This design comes from an exercise in tuning for small area on the open sky130 flow, not from production work.
In this exercise RTL edits were held to simulation tests only and were not proved equivalent to the original.
Power and IR drop assume default switching activity.

## flow/design.v (module list and top-level ports; edited modules follow where they fit)
// module simp_core: 310 lines
// module simp_tree: 961 lines
// module simp_add32: 125 lines
module simp_core (
    input  wire        clk,
    input  wire        rst,
    output wire [11:0] imem_addr,
    input  wire [47:0] imem_rdata,
    output wire [11:0] dmem_addr,
    input  wire [31:0] dmem_rdata,
    output wire        dmem_we,
    output wire [31:0] dmem_wdata,
    input  wire        irq2,
    output wire        dma_start,
    output wire        dma_write,
    output wire [6:0]  dma_sector,
    output wire [11:0] dma_buffer,
    output wire        fb_we,
    output wire [15:0] fb_addr,
    output wire [7:0]  fb_data,
    output wire [31:0] leds,
    output wire [31:0] display7seg,
    output reg         halted,
    output reg         faulted
);
  // ...
==> flow/flow/run.sh <==
#!/bin/bash
# Own layout flow: the standard flow (standard.sh), with
#  1. synthesis through flow/synth.tcl (standard synthesis, area-oriented ABC
#     mapping of the combinational logic; registers unchanged),
#  2. port buffers of the smallest buffer cell, and
#  3. clock tree synthesis without dummy loads, with clkbuf_4/clkbuf_8.
# Each step's full output goes to a log file in the work folder.
set -euo pipefail
W=$(pwd)
bash standard.sh "SYNTH_SCRIPT=$W/flow/synth.tcl" synth > "$W/flow_synth.log" 2>&1
bash standard.sh \
  "BUFFER_PORTS_ARGS=-buffer_cell sky130_fd_sc_hd__buf_1" \
  "CTS_ARGS=-sink_clustering_enable -repair_clock_nets -dont_use_dummy_load -sink_clustering_size 14 -sink_clustering_max_diameter 40 -buf_list {sky130_fd_sc_hd__clkbuf_4 sky130_fd_sc_hd__clkbuf_8}" \
  finish > "$W/flow_layout.log" 2>&1
test -f "$W/out/final.def"
==> flow/flow/abc_area_nf.script <==
&get -n
&st
&dch -p -f
&nf -p -R 20
&put
==> flow/flow/synth.tcl <==
# The standard synthesis script (synth_recipe.tcl), with one change: the
# combinational logic is mapped by ABC with an area-oriented script
# (abc_area_nf.script beside this file) instead of ORFS's delay script.
# Registers are mapped exactly as in the standard synthesis (dfflibmap runs
# before abc), so the layout keeps the standard synthesis's registers.
set my_abc_script [file join [file dirname [file normalize [info script]]] abc_area_nf.script]
proc synth {args} { yosys synth -nofsm -noshare {*}$args }
proc abc {args} {
  global my_abc_script
  set i [lsearch -exact $args -script]
  if {$i >= 0} {
    set args [lreplace $args [expr {$i + 1}] [expr {$i + 1}] $my_abc_script]
  }
  puts "synth.tcl: abc $args"
  yosys abc {*}$args
}
source $::env(SCRIPTS_DIR)/synth.tcl
# left out here: clear keep_hierarchy, flatten, clean up, hide names made inside functions, write 1_2_yosys.v
==> flow/standard.sh <==
#!/bin/bash
# synth_recipe.tcl (not shown) runs the flow's synth.tcl, then flattens the netlist and writes it again
# the make line also repeats each setting of config.mk as NAME=value (left out here)
make -C /OpenROAD-flow-scripts/flow DESIGN_CONFIG=/design/flow/config.mk WORK_HOME=/design/flow/orfs CLKGATE_MAP_FILE= SYNTH_SCRIPT=/design/flow/synth_recipe.tcl "${@:-finish}"
==> flow/config.mk <==
export PLATFORM = sky130hd
export DESIGN_NAME = simp_core
export DESIGN_NICKNAME = simp_core
export VERILOG_FILES = /design/flow/design.v
export SDC_FILE = /design/flow/constraint.sdc
export NUM_CORES = 4
export LEC_CHECK = 0
export CAP_MARGIN = 30
export CORE_MARGIN = 2
export CORE_UTILIZATION = 50
export CTS_BUF_LIST = sky130_fd_sc_hd__clkbuf_4 sky130_fd_sc_hd__clkbuf_8
export SLEW_MARGIN = 30
==> flow/constraint.sdc <==
create_clock -name core_clock -period 16.0 [get_ports {clk}]
set_input_delay 3.2000 -clock core_clock [delete_from_list [all_inputs] [get_ports {clk}]]
set_output_delay 3.2000 -clock core_clock [all_outputs]
set_load 0.01 [all_outputs]
==> results by group, run 1 <==
Outcome
  – Status: no timing/DRC/antenna violations

Critical path
  – Worst path depth: 41
  – Reg2reg end: RF[13].genblk1.X.q[1]
  – Worst setup path startpoint: imem_rdata[28]
  – Highest-delay cell along the critical path: o31ai_1
  – Reg2reg setup slack: around 4.6 ns
  – Kind of cell adding the most delay to the critical path: compound AO/OA/AOI/OAI gates

Finish
  – Non-Clock Inverter Count: 438
  – Leading cell kind: multi-input gates
  – Share of layout cells above drive strength 1: a little over a tenth
  – Fin util: a little under three fifths
  – Non-clk buf share: 4.812%
  – Clock buf count: approximately 180

Route
  – DRC: 0
  – Wl on met1: between 100 and 150 mm
  – Via density: around 7.5

Placement
  – Post-place setup slack: 0.9829 ns
  – DP Cell Count: just over 9000
  – Buffers on Ports: approximately 250
  – DP Area: roughly 83000 um^2

Pwr
  – Worst vdd ir: approximately 0.081 mV
  – Clock power share: about 28%
  – Pleak: just over 30 nW
  – Gate power share: ~22%

STA
  – Hold WS: ~0.47 ns
  – Post-route setup slack: between 1 and 1.5 ns
  – Setup TNS: 0 ns

Clocking
  – Clock sink total: approximately 1200

Global route
  – GRT Max-Usage Layer: met2
  – Met2 Usage GRT: about two thirds

Yosys
  – Post-synth top cells: edfxtp_1, a22oi_1, nor2_1
  – Synth Area in XOR/XNOR: under 10%
  – Ys async rst share: 0%
  – Top-area cell type share of the netlist area: ~45%
  – Ys Warns: 1
  – Syn Nets: just over 7000
  – Largest family of logic cells by synthesized area: compound AO/OA/AOI/OAI gates

Worst hold path
  – HP Class: register to register
  – Worst Hold Path EP: dtm[1]

Floorplanning
  – Core Box Area: roughly 150000 um^2
  – DIE AREA: 154100 um^2
==> run 2, diff against run 1 <==
==> flow/flow/abc_area_nf.script (replaced) <==
&get -n
&st
&dch -p -f
&nf -p -R 50
&put
==> run 2 against run 1 <==
Effect of this change: routed wire length is 3.8% lower; register-to-register slack worse by 0.51 ns; clock skew is 0.0044 ns lower; hold slack better by 0.0090 ns; critical path depth is 1 lower; synthesized cell count is 0.83% lower; design area is 1.0% lower; non-clock buffer count is 35 lower; sequential share of layout area is 0.42 points higher; largest cell class unchanged; still clean.
==> results by group, run 2 <==
Floorplanning
  – Num rows: 142 (unchanged)
  – Initial core utilization: 50.31% (was 50.36%)
  – DIE AREA: 153700 um^2 (was 154100 um^2)
  – Io pins: 252 (unchanged)
  – Die Ht: 392.0 um (was 392.6 um)
  – Core Box Area: 149600 um^2 (was 150000 um^2)
  – Die width: 392.0 um (was 392.6 um)

Route
  – Routed WL: 357.7 mm (was 371.7 mm)
  – Via density: 7.428 (was 7.479)
  – DRC: 0 (unchanged)
  – DRT Pass-1 Iters: 14 (was 10)
  – Via count: 68620 (was 69810)
  – Detailed Route Iter0 Violations: 12420 (was 13030)
  – Routed Antenna Nets: 0 (unchanged)
  – Avg WL per Cell: 38.73 um (was 39.82 um)

Clocking
  – Clock latency on the worst-skew pair: 0.99 ns (was 1.02 ns)
  – Hold_buf cts: 0 (unchanged)
  – Setup bufs post-CTS: 0 (unchanged)
  – Num CTS Buffers: 171 (was 179)
  – CTS root buffer: clkbuf_8 (unchanged)
  – TritonCTS clock tree: yes (unchanged)
  – PostCTS Resize Cnt: 0 (unchanged)
  – Clock sink total: 1177 (unchanged)
  – CTS H-tree lvls: 4 (unchanged)
  – Max Root-Sink Buffers: 3 (unchanged)
  – Clock Pin Slew Worst Setup and Hold Paths: 0.05 ns (was 0.06 ns)

Critical path
  – Max incr delay on CP: 0.75 ns (was 0.70 ns)
  – CP Launch Type: input port (unchanged)
  – Crit path DAT: 15.15 ns (was 15.10 ns)
  – R2R depth: 37 (was 38)
  – WS Path Type: input port to register (unchanged)
  – Setup crit end kind: register (unchanged)
  – Critical Path End: RF[15].genblk1.X.q[8] (was RF[13].genblk1.X.q[1])
  – Highest-delay cell along the critical path: xor2_2 (was o31ai_1)
  – R2r startpoint: RF[0].genblk1.X.q[2] (was RF[5].genblk1.X.q[1])
  – Critical Path Fanout Max: 14 (was 22)
  – Reg2reg end: RF[15].genblk1.X.q[8] (was RF[13].genblk1.X.q[1])
  – Reg2reg setup slack: 4.10 ns (was 4.61 ns)
  – Most used cell, CP: fa_1
  – Critical Path RT: 16.34 ns (was 16.57 ns)
  – Worst setup path startpoint: imem_rdata[29] (was imem_rdata[28])

Yosys
  – EDFF count, synth: 1120 (unchanged)
  – Synthesis-stage register bit count: 1177 (unchanged)
  – Count leader, synth: edfxtp_1 (unchanged)
  – Ys async rst share: 0% (unchanged)
  – Unique masters post-synth: 56 (was 57)
  – Top-area cell type share of the netlist area: 44.68% (was 44.54%)
  – Ys Warns: 1 (unchanged)
  – Primary FF master, synth: edfxtp_1 (unchanged)
  – Largest area contributor in the netlist: edfxtp_1 (unchanged)
  – Post-synth top cells: edfxtp_1, nor2_1, clkinv_1 (was edfxtp_1, a22oi_1, nor2_1)
  – Largest cells by area after synthesis: edfxtp_1, fa_1, a221o_1 (was edfxtp_1, fa_1, a22oi_1)
  – Synthesized area: 75270 um^2 (was 75510 um^2)
  – Post-synthesis sequential area ratio: 46.20% (was 46.05%)
  – Cells after Synth: 6445 (was 6499)
  – Syn_area_per_cell: 11.68 um^2 (was 11.62 um^2)
  – Syn Nets: 7092 (was 7146)

Pwr
  – Worst vdd ir: 0.07519 mV (was 0.08138 mV)
  – Reg power frac: 50.9% (was 50.2%)
  – Cell-internal power: 4.981 mW (was 5.020 mW)
  – Final Power: 7.330 mW (was 7.444 mW)
  – Cell area power density: 86.77 nW/um^2 (was 87.21 nW/um^2)
  – Net switching power: 2.349 mW (was 2.424 mW)
  – Gate power share: 21.4% (was 21.6%)
  – Pleak: 30.01 nW (was 30.60 nW)
  – Sw frac: 32.05% (was 32.57%)
  – Clock power share: 27.7% (was 28.2%)

Worst hold path
  – Hold path depth: 2 (unchanged)
  – HP Class: register to register (unchanged)
  – Worst Hold Launch: dtm[4] (was dtm[1])

STA
  – Hold Fails Final Rpt: 0 (unchanged)
  – Slew Limit Fails: 0 (unchanged)
  – Final setup viols: 0 (unchanged)
  – Max frequency: 67.49 MHz (was 68.81 MHz)
  – Measured slew at the worst slew-check pin: 1.200 ns (was 1.155 ns)
  – Skew final: 0.1765 ns (was 0.1809 ns)
  – Final Cycle Share: 92.61% (was 90.83%)
  – Tmin final: 14.82 ns (was 14.53 ns)
  – Setup TNS: 0 ns (unchanged)
  – Slew HR: 19.95% (was 22.22%)
  – RSZ-0062 raised after global routing: no (unchanged)

Global route
  – GR Util All Layers: 45.72% (was 47.29%)
  – Global-route wire length before repair: 495.6 mm (was 510.2 mm)
  – Total grt overflow: 0 (unchanged)
  – Initial antenna violation count: 32 (was 38)
  – Vias in the first global route: 64380 (was 64970)
  – Largest net degree at the start of global routing: 55 (was 114)

Finish
  – Layout area overhead: 12.24% (was 13.04%)
  – Most common cell after layout, fill and taps aside: edfxtp_1 (unchanged)
  – Share of layout cells above drive strength 1: 9.839% (was 10.46%)
  – Fin nets: 7855 (was 7952)
  – Most frequent cells in the layout: edfxtp_1, clkinv_1, a22oi_1 (was edfxtp_1, a22oi_1, clkinv_1)
  – Max FFs per register: 448 (unchanged)
  – Top reg by flops: RF.genblk1.X.q (unchanged)

Placement
  – Detail Placement HPWL: 259.2 mm (was 272.2 mm)
  – GPL Wtd Cong: 1.073 (was 1.055)
  – Buffers on Ports: 251 (unchanged)

Outcome
  – Status: no timing/DRC/antenna violations (unchanged)

Flow run
  – Max cap viols: 0 (unchanged)
-- run 2: worst max-delay path, delay by kind of cell --
family                   cells  cell delay, ns
adder cells (fa/ha/maj)      8            3.79
AO/OA/AOI/OAI               12            3.22
AND/OR/NAND/NOR             11            2.48
buffers and inverters        7            1.47
XOR/XNOR                     2            0.92
-- run 2: power groups by stage --
stage          Combinational, mW  Clock (mW)  Sequential [mW]
2_1_floorplan              0.800           0             3.74
3_3_place_gp                1.48           0             3.78
3_5_place_dp                1.49           0             3.79
4_1_cts                     1.49        2.03             3.72
5_1_grt                     1.62        2.14             3.75
6_report                    1.57        2.03             3.73
-- run 2: metrics by stage --
stage          util, %  instance area, um^2  hold slack, ns  std cells  setup WS, ns
2_1_floorplan        -                75390          0.4378       6445        0.2291
3_5_place_dp     54.83                82020          0.4728       9048        0.7374
3_3_place_gp     54.76                81930          0.4611       9042        0.4072
6_report         56.47                84480          0.4817       9238         1.182
4_1_cts          56.40                84370          0.4857       9219         1.586
5_1_grt          56.46                84470          0.5075       9232         1.086
-- run 2: area by class of cell --
class | count | area (um^2)
Antenna cell | 16 | 40.04
Clock buffer | 171 | 2354
Fill cell | 12880 | 65120
Inverter | 440 | 1652
Multi-Input combinational cell | 4785 | 39290
Sequential cell | 1177 | 34770
Tap cell | 2016 | 2522
Timing Repair Buffer | 633 | 3854
-- run 2: worst min path at each step --
stage               endpoint  slack [ns]
finish                dtm[4]        0.48
global route          dtm[4]        0.51
CTS                   dtm[4]        0.49
detailed placement    dtm[5]        0.47
global placement      dtm[1]        0.46
floorplan             dtm[5]        0.44
-- run 2: cell families after synthesis --
| kind of cell | share of synthesized area, % |
|---|---|
| buffers and inverters | 2.623 |
| xor gates and xnor gates | 5.771 |
| and+or+nand+nor | 8.925 |
| AOI/OAI and AO/OA | 22.54 |
| muxes | 1.523 |
| DFF | 46.20 |
| adders and majority gates | 12.42 |
-- run 2: per-layer routing --
layer	vias up	wire length [um]	track usage [%]
met5	-	168	0.09569
met4	28	20840	21.79
met3	940	57170	17.84
met2	5893	143600	62.86
met1	34160	136000	62.84
li1	27600	-	-
==> run 3, diff against run 2 <==
==> flow/flow/abc_area_nf.script (replaced) <==
&get -n
&st
&dch -p -f
&nf -p -R 20
&put
==> flow/config.mk (replaced) <==
export PLATFORM = sky130hd
export DESIGN_NAME = simp_core
export DESIGN_NICKNAME = simp_core
export VERILOG_FILES = /design/flow/design.v
export SDC_FILE = /design/flow/constraint.sdc
export NUM_CORES = 4
export LEC_CHECK = 0
export CAP_MARGIN = 50
export CORE_MARGIN = 2
export CORE_UTILIZATION = 45
export CTS_BUF_LIST = sky130_fd_sc_hd__clkbuf_4 sky130_fd_sc_hd__clkbuf_8
export SLEW_MARGIN = 50
==> run 3 against run 2 <==
Effect of this change: global-route usage shrank 1.8 points; register-to-register slack gained 0.70 ns; fmax grew 3.3%; via count grew 2.6%; total power grew 2.3%; cell count grew 3.1%; die area grew 11%; first-iteration DRC count grew 8.2%; design area grew 1.9%; non-clock buffer count grew 35; flip-flop and latch count is the same; critical path type is now input port to primary output; clock skew shrank 0.025 ns.
==> results by group, run 3 <==
Clocking
  – Hold_buf cts: 0 (unchanged)
  – PostCTS Resize Cnt: 0 (unchanged)
  – Clock latency on the worst-skew pair: 1.02 ns (was 0.99 ns)
  – Num CTS Buffers: 181 (was 171)
  – Setup bufs post-CTS: 0 (unchanged)
  – CTS H-tree lvls: 4 (unchanged)
  – Clock sink total: 1177 (unchanged)
  – CTS root buffer: clkbuf_8 (unchanged)
  – Max Root-Sink Buffers: 3 (unchanged)
  – Clock Pin Slew Worst Setup and Hold Paths: 0.05 ns (about the same)
  – TritonCTS clock tree: yes (unchanged)

Global route
  – Initial antenna violation count: 25 (was 32)
  – Largest net degree at the start of global routing: 71 (was 55)
  – GR Util All Layers: 43.91% (was 45.72%)
  – Total grt overflow: 0 (unchanged)
  – Vias in the first global route: 66190 (was 64380)
  – Global-route wire length before repair: 525.6 mm (was 495.6 mm)

Pwr
  – Cell-internal power: 5.035 mW (was 4.981 mW)
  – Gate power share: 21.8% (was 21.4%)
  – Net switching power: 2.466 mW (was 2.349 mW)
  – Clock power share: 28.4% (was 27.7%)
  – Cell area power density: 87.17 nW/um^2 (was 86.77 nW/um^2)
  – Pleak: 30.78 nW (was 30.01 nW)
  – Reg power frac: 49.8% (was 50.9%)
  – Worst vdd ir: 0.09958 mV (was 0.07519 mV)
  – Sw frac: 32.88% (was 32.05%)

Route
  – Via count: 70380 (was 68620)
  – Via density: 7.390 (was 7.428)
  – DRT Pass-1 Iters: 13 (was 14)
  – Routed WL: 384.4 mm (was 357.7 mm)
  – Routed Antenna Nets: 0 (unchanged)
  – DRC: 0 (unchanged)
  – Detailed Route Iter0 Violations: 13440 (was 12420)
  – Avg WL per Cell: 40.36 um (was 38.73 um)

Critical path
  – Setup crit end kind: primary output (was register)
  – Critical Path RT: 12.80 ns (was 16.34 ns)
  – Critical Path Fanout Max: 31 (was 14)
  – CP Launch Type: input port (unchanged)
  – Highest-delay cell along the critical path: and2_1 (was xor2_2)
  – Crit path DAT: 11.15 ns (was 15.15 ns)
  – WS Path Type: input port to primary output (was input port to register)
  – Max incr delay on CP: 0.70 ns (was 0.75 ns)

Placement
  – Buffers on Ports: 251 (unchanged)
  – Post-place setup slack: 1.522 ns (was 0.7374 ns)
  – DP Area: 83370 um^2 (was 82020 um^2)
  – GPL Wtd Cong: 1.045 (was 1.073)
  – Detail Placement HPWL: 277.8 mm (was 259.2 mm)

Floorplanning
  – Die Ht: 413.6 um (was 392.0 um)
  – Io pins: 252 (unchanged)
  – Initial core utilization: 45.26% (was 50.31%)
  – Core Box Area: 166800 um^2 (was 149600 um^2)
  – Die width: 413.6 um (was 392.0 um)
  – DIE AREA: 171100 um^2 (was 153700 um^2)
  – Num rows: 150 (was 142)

Yosys
  – Syn_area_per_cell: 11.62 um^2 (was 11.68 um^2)
  – Primary FF master, synth: edfxtp_1 (unchanged)
  – Ys async rst share: 0% (unchanged)
  – EDFF count, synth: 1120 (unchanged)
  – Syn Nets: 7146 (was 7092)
  – Post-synth top cells: edfxtp_1, a22oi_1, nor2_1 (was edfxtp_1, nor2_1, clkinv_1)
  – Count leader, synth: edfxtp_1 (unchanged)
  – Unique masters post-synth: 57 (was 56)
  – Largest cells by area after synthesis: edfxtp_1, fa_1, a22oi_1 (was edfxtp_1, fa_1, a221o_1)
  – Cells after Synth: 6499 (was 6445)
  – Top-area cell type share of the netlist area: 44.54% (was 44.68%)
  – Largest area contributor in the netlist: edfxtp_1 (unchanged)
  – Synthesis-stage register bit count: 1177 (unchanged)
  – Ys Warns: 1 (unchanged)
  – Synthesized area: 75510 um^2 (was 75270 um^2)
  – Post-synthesis sequential area ratio: 46.05% (was 46.20%)

STA
  – Tmin final: 14.35 ns (was 14.82 ns)
  – Slew Limit Fails: 0 (unchanged)
  – Measured slew at the worst slew-check pin: 0.8395 ns (was 1.200 ns)
  – Post-route setup slack: 1.651 ns (was 1.182 ns)
  – Max frequency: 69.69 MHz (was 67.49 MHz)
  – Slew HR: 43.44% (was 19.95%)
  – RSZ-0062 raised after global routing: no (unchanged)
  – Final setup viols: 0 (unchanged)
  – Hold WS: 0.4730 ns (was 0.4817 ns)
  – Hold Fails Final Rpt: 0 (unchanged)
  – Setup TNS: 0 ns (unchanged)
  – Skew final: 0.1512 ns (was 0.1765 ns)
  – Final Cycle Share: 89.68% (was 92.61%)

Finish
  – Most common cell after layout, fill and taps aside: edfxtp_1 (unchanged)
  – Final Cell Area: 86050 um^2 (was 84480 um^2)
  – Most frequent cells in the layout: edfxtp_1, a22oi_1, clkinv_1 (was edfxtp_1, clkinv_1, a22oi_1)
  – Fin nets: 7954 (was 7855)
  – Top reg by flops: RF.genblk1.X.q (unchanged)
  – Max FFs per register: 448 (unchanged)
  – Share of layout cells above drive strength 1: 11.61% (was 9.839%)
  – Fin util: 51.57% (was 56.47%)
  – Layout area overhead: 13.96% (was 12.24%)

Outcome
  – Status: no timing/DRC/antenna violations (unchanged)

Worst hold path
  – HP Class: register to register (unchanged)

Flow run
  – Max cap viols: 0 (unchanged)
==> run 3: cell count changes after synthesis, sizes merged, moves of 17 or more <==
cell / before / now
a22o: 199 / 248
and3: 18 / 44
a221o: 397 / 254
nor3: 66 / 49
a221oi: 250 / 293
or3: 9 / 27
a22oi: 406 / 480
==> run 3: through the flow <==
| step | instances | total power [mW] |
|---|---|---|
| after global placement | 9291 | 5.316 |
| final | 9524 | 7.501 |
| after detailed placement | 9320 | 5.342 |
| after global routing | 9517 | 7.647 |
| after CTS | 9501 | 7.416 |
| after floorplan | 6499 | 4.537 |
==> run 3: metal layers <==
| layer | track usage (%) | wire, um | vias to the layer above |
|---|---|---|---|
| met4 | 26.78 | 29950 | 30 |
| met3 | 17.39 | 58420 | 1492 |
| met5 | 0.08479 | 242 | - |
| met1 | 56.65 | 139900 | 34680 |
| li1 | - | - | 27860 |
| met2 | 61.59 | 155900 | 6319 |
==> run 3: path summary, 6_finish.rpt <==
kind                        start             end  slack (ns)  depth (start not counted)
min                        dtm[5]          dtm[5]        0.47                          2
max                imem_rdata[26]  dmem_wdata[31]        1.65                         29
max reg2reg  RF[0].genblk1.X.q[3]          is1[1]        4.80                         37
min reg2reg                dtm[5]          dtm[5]        0.47                          2
==> run 3: layout make-up <==
| type | instances | area, um^2 |
|---|---|---|
| fillers | 14880 | 80800 |
| multi-input cells | 4841 | 40130 |
| flip-flops and latches | 1177 | 34770 |
| repair buffers | 668 | 4220 |
| well taps | 2204 | 2758 |
| clock buffers | 181 | 2491 |
| inverters | 438 | 1645 |
| diodes | 15 | 37.54 |
==> run 3: cells by family after synthesis <==
logic type	Yosys count	share of synthesized area (%)
compound gates	2189	22.33
simple gates	1475	9.286
flops	1177	46.05
fa+ha+maj	564	12.38
xor+xnor	495	5.780
buf+inv	481	2.605
mux	118	1.574
==> run 3: critical path, delay by kind of cell <==
kind	cells	cell delay, ns
compound gates	10	3.48
xor+xnor	1	0.45
fa+ha+maj	3	0.87
buf+inv	6	1.37
simple gates	9	1.77
==> run 3: power by group through the flow <==
| stage | clock (mW) | sequential [mW] | combinational (mW) |
|---|---|---|---|
| after floorplan | 0 | 3.74 | 0.798 |
| after global placement | 0 | 3.79 | 1.53 |
| after detailed placement | 0 | 3.79 | 1.55 |
| after global routing | 2.23 | 3.75 | 1.67 |
| after CTS | 2.13 | 3.73 | 1.55 |
| final | 2.13 | 3.74 | 1.63 |
==> run 4, diff against run 3 <==
--- a/flow/flow/run.sh
+++ b/flow/flow/run.sh
@@ -10,6 +10,6 @@
 bash standard.sh "SYNTH_SCRIPT=$W/flow/synth.tcl" synth > "$W/flow_synth.log" 2>&1
 bash standard.sh \
   "BUFFER_PORTS_ARGS=-buffer_cell sky130_fd_sc_hd__buf_1" \
-  "CTS_ARGS=-sink_clustering_enable -repair_clock_nets -dont_use_dummy_load -sink_clustering_size 14 -sink_clustering_max_diameter 40 -buf_list {sky130_fd_sc_hd__clkbuf_4 sky130_fd_sc_hd__clkbuf_8}" \
+  "CTS_ARGS=-sink_clustering_enable -repair_clock_nets -dont_use_dummy_load -sink_clustering_size 18 -sink_clustering_max_diameter 45 -buf_list {sky130_fd_sc_hd__clkbuf_4 sky130_fd_sc_hd__clkbuf_8}" \
   finish > "$W/flow_layout.log" 2>&1
 test -f "$W/out/final.def"
==> flow/flow/abc_area_nf.script (replaced) <==
&get -n
&st
&dch -p -f
&nf -p -R 50
&put
==> flow/config.mk (replaced) <==
export PLATFORM = sky130hd
export DESIGN_NAME = simp_core
export DESIGN_NICKNAME = simp_core
export VERILOG_FILES = /design/flow/design.v
export SDC_FILE = /design/flow/constraint.sdc
export NUM_CORES = 4
export LEC_CHECK = 0
export CAP_MARGIN = 30
export CORE_MARGIN = 2
export CORE_UTILIZATION = 50
export CTS_BUF_LIST = sky130_fd_sc_hd__clkbuf_4 sky130_fd_sc_hd__clkbuf_8
export SLEW_MARGIN = 30
==> run 4 against run 3 <==
Effect of this change: synthesized cell count is 0.83% lower; via count is 2.7% lower; clock power is 15% lower; global-route usage is 1.8 points higher; sequential share of layout area is 0.96 points higher; first-iteration DRC count is 4.8% lower; fmax is 2.7% lower; setup slack worse by 0.39 ns; register-to-register slack worse by 0.56 ns; count of clock-buffer cells in the layout is 42 lower.
==> results by group, run 4 <==
Outcome
  – Status: no timing/DRC/antenna violations (unchanged)

Pwr
  – Reg power frac: 52.4% (was 49.8%)
  – Net switching power: 2.308 mW (was 2.466 mW)
  – Gate power share: 22.0% (was 21.8%)
  – Sw frac: 32.42% (was 32.88%)
  – Cell area power density: 84.68 nW/um^2 (was 87.17 nW/um^2)
  – Clock power share: 25.6% (was 28.4%)
  – Cell-internal power: 4.811 mW (was 5.035 mW)
  – Pleak: 29.78 nW (was 30.78 nW)
  – Worst vdd ir: 0.09214 mV (was 0.09958 mV)
  – Final Power: 7.118 mW (was 7.501 mW)

Yosys
  – Syn Nets: 7092 (was 7146)
  – Largest cells by area after synthesis: edfxtp_1, fa_1, a221o_1 (was edfxtp_1, fa_1, a22oi_1)
  – Largest area contributor in the netlist: edfxtp_1 (unchanged)
  – Ys async rst share: 0% (unchanged)
  – Synthesized area: 75270 um^2 (was 75510 um^2)
  – Cells after Synth: 6445 (was 6499)
  – Post-synthesis sequential area ratio: 46.20% (was 46.05%)
  – Top-area cell type share of the netlist area: 44.68% (was 44.54%)
  – Primary FF master, synth: edfxtp_1 (unchanged)
  – EDFF count, synth: 1120 (unchanged)
  – Synthesis-stage register bit count: 1177 (unchanged)
  – Syn_area_per_cell: 11.68 um^2 (was 11.62 um^2)
  – Ys Warns: 1 (unchanged)
  – Unique masters post-synth: 56 (was 57)
  – Post-synth top cells: edfxtp_1, nor2_1, clkinv_1 (was edfxtp_1, a22oi_1, nor2_1)
  – Count leader, synth: edfxtp_1 (unchanged)

STA
  – Measured slew at the worst slew-check pin: 1.217 ns (was 0.8395 ns)
  – Hold Fails Final Rpt: 0 (unchanged)
  – Final setup viols: 0 (unchanged)
  – RSZ-0062 raised after global routing: no (unchanged)
  – Max frequency: 67.83 MHz (was 69.69 MHz)
  – Tmin final: 14.74 ns (was 14.35 ns)
  – Final Cycle Share: 92.14% (was 89.68%)
  – Hold WS: 0.4832 ns (was 0.4730 ns)
  – Slew Limit Fails: 0 (unchanged)
  – Slew HR: 18.03% (was 43.44%)
  – Post-route setup slack: 1.258 ns (was 1.651 ns)
  – Skew final: 0.1908 ns (was 0.1512 ns)
  – Setup TNS: 0 ns (unchanged)

Finish
  – Top reg by flops: RF.genblk1.X.q (unchanged)
  – Fill cells: 12910 (was 14880)
  – Layout Cells excl Fill: 9216 (was 9524)
  – Most frequent cells in the layout: edfxtp_1, clkinv_1, a22oi_1 (was edfxtp_1, a22oi_1, clkinv_1)
  – Fin util: 56.19% (was 51.57%)
  – Max FFs per register: 448 (unchanged)
  – FF/Latch Area: 34770 um^2 (unchanged)
  – Share of layout cells above drive strength 1: 9.437% (was 11.61%)
  – Final Cell Area: 84060 um^2 (was 86050 um^2)
  – Most common cell after layout, fill and taps aside: edfxtp_1 (unchanged)
  – Fin nets: 7823 (was 7954)
  – Layout area overhead: 11.67% (was 13.96%)
  – Area of the multi-input gates: 39280 um^2 (was 40130 um^2)

Critical path
  – CP Launch Type: input port (unchanged)
  – Crit path DAT: 15.07 ns (was 11.15 ns)
  – Most used cell, CP: fa_1
  – Critical Path Fanout Max: 14 (was 31)
  – Critical Path RT: 16.33 ns (was 12.80 ns)
  – Setup crit end kind: register (was primary output)
  – WS Path Type: input port to register (was input port to primary output)
  – Max incr delay on CP: 0.77 ns (was 0.70 ns)
  – Highest-delay cell along the critical path: xor2_2 (was and2_1)

Floorplanning
  – Io pins: 252 (unchanged)
  – Num rows: 142 (was 150)
  – DIE AREA: 153700 um^2 (was 171100 um^2)
  – Die width: 392.0 um (was 413.6 um)
  – Core Box Area: 149600 um^2 (was 166800 um^2)
  – Die Ht: 392.0 um (was 413.6 um)
  – Initial core utilization: 50.31% (was 45.26%)

Placement
  – DP Cell Count: 9048 (was 9320)
  – DP Area: 82020 um^2 (was 83370 um^2)
  – Detail Placement HPWL: 259.2 mm (was 277.8 mm)
  – Post-place setup slack: 0.7374 ns (was 1.522 ns)
  – GPL Wtd Cong: 1.073 (was 1.045)
  – Buffers on Ports: 251 (unchanged)

Clocking
  – CTS H-tree lvls: 4 (unchanged)
  – TritonCTS clock tree: yes (unchanged)
  – Clock Pin Slew Worst Setup and Hold Paths: 0.06 ns (was 0.05 ns)
  – Clock sink total: 1177 (unchanged)
  – Max Root-Sink Buffers: 3 (unchanged)
  – Num CTS Buffers: 139 (was 181)
  – Hold_buf cts: 0 (unchanged)
  – Setup bufs post-CTS: 0 (unchanged)
  – PostCTS Resize Cnt: 0 (unchanged)
  – CTS root buffer: clkbuf_8 (unchanged)
  – Clock latency on the worst-skew pair: 1.00 ns (was 1.02 ns)

Global route
  – GR Util All Layers: 45.72% (was 43.91%)
  – Global-route wire length before repair: 495.3 mm (was 525.6 mm)
  – Largest net degree at the start of global routing: 55 (was 71)
  – Initial antenna violation count: 30 (was 25)
  – Total grt overflow: 0 (unchanged)
  – Vias in the first global route: 64180 (was 66190)

Worst hold path
  – HP Class: register to register (unchanged)

Route
  – Via density: 7.432 (was 7.390)
  – Via count: 68500 (was 70380)
  – Routed Antenna Nets: 0 (unchanged)
  – Routed WL: 357.6 mm (was 384.4 mm)
  – Avg WL per Cell: 38.81 um (was 40.36 um)
  – DRT Pass-1 Iters: 21 (was 13)
  – Detailed Route Iter0 Violations: 12800 (was 13440)
  – DRC: 0 (unchanged)

Flow run
  – Max cap viols: 0 (unchanged)
==> run 4: cells by family (layout without fill, tap and decap cells) <==
| group | after synthesis | in the layout | synth area share [%] |
|---|---|---|---|
| compound gates | 2172 | 2172 | 22.54 |
| other cells | 0 | 26 | 0 |
| buf+inv | 483 | 1212 | 2.623 |
| xor+xnor | 496 | 496 | 5.771 |
| flops | 1177 | 1177 | 46.20 |
| mux | 114 | 114 | 1.523 |
| fa+ha+maj | 564 | 564 | 12.42 |
| simple gates | 1439 | 1439 | 8.925 |
==> run 4: power by group through the flow <==
| stage | Clock [mW] | Sequential [mW] | Combinational (mW) |
|---|---|---|---|
| 6_report | 1.82 | 3.73 | 1.57 |
| 5_1_grt | 1.92 | 3.74 | 1.62 |
| 4_1_cts | 1.82 | 3.72 | 1.49 |
| 3_5_place_dp | 0 | 3.79 | 1.49 |
| 3_3_place_gp | 0 | 3.78 | 1.48 |
| 2_1_floorplan | 0 | 3.74 | 0.800 |
==> run 4: metal layers <==
layer	track usage (%)	wire, um	vias to the layer above	part of all wire [%]
met5	0.4147	219	-	0.061
met4	21.79	20850	24	5.8
met3	17.35	56750	972	16
met2	63.05	143500	5849	40
met1	62.95	136400	34080	38
li1	-	-	27570	-
==> run 4: worst max-delay path, delay by kind of cell <==
family / cells / cell delay (ns)
compound gates: 13 / 3.48
xor+xnor: 2 / 0.94
fa+ha+maj: 8 / 3.78
buf+inv: 7 / 1.46
simple gates: 10 / 2.12
==> run 4: cell type report <==
class                           count  area share [%]
Antenna cell                       26         0.07740
Timing Repair Buffer              633           4.585
Clock buffer                      139           2.276
Sequential cell                  1177           41.37
Multi-Input combinational cell   4785           46.73
Tap cell                         2016           3.001
Inverter                          440           1.965
==> run 4: worst paths after layout <==
check / start / end / slack [ns] / cells past startpoint
setup / recovery: imem_rdata[29] / RF[14].genblk1.X.q[8] / 1.26 / 40
setup reg to reg: RF[0].genblk1.X.q[2] / RF[14].genblk1.X.q[8] / 4.24 / 37
hold reg to reg: dtm[4] / dtm[4] / 0.48 / 2
hold / removal: dtm[4] / dtm[4] / 0.48 / 2

[port drivers added, routing unchanged]
How much do the figures lean on ideal ports? The routed layouts below were timed once more, with nothing changed but the port constraints.
Step 1 assumes that a clkbuf_16 drives the clock port and a buf_2 every other input.
Step 2 adds t to the input delays and takes it off the output delays; t is the mean of the earliest and latest rising clock arrival at the registers after step 1. Input paths then give back, and output paths get back, about the clock's delay inside the block.
Slacks: ideal ports / drivers / drivers and shift; pairs: ideal ports / drivers.
| run | t (ns) | slack for setup (ns) | worst setup path at the end | worst data-port slew with drivers (ns) |
|---|---|---|---|---|
| run 1 | 1.012 | 1.468 / 1.509 / 0.497 | input to register | 0.21 |
| run 2 | 0.988 | 1.182 / 1.124 / 0.136 | input to register | 0.16 |
| run 3 | 1.042 | 1.651 / 1.629 / 1.399 | input to register | 0.16 |
| run 4 | 0.994 | 1.258 / 1.180 / 0.186 | input to register | 0.17 |
After both steps every run listed still meets setup and hold. For run 4, which loses most, drivers alone change the setup slack by -0.078 ns; drivers and shift together by -1.072 ns.
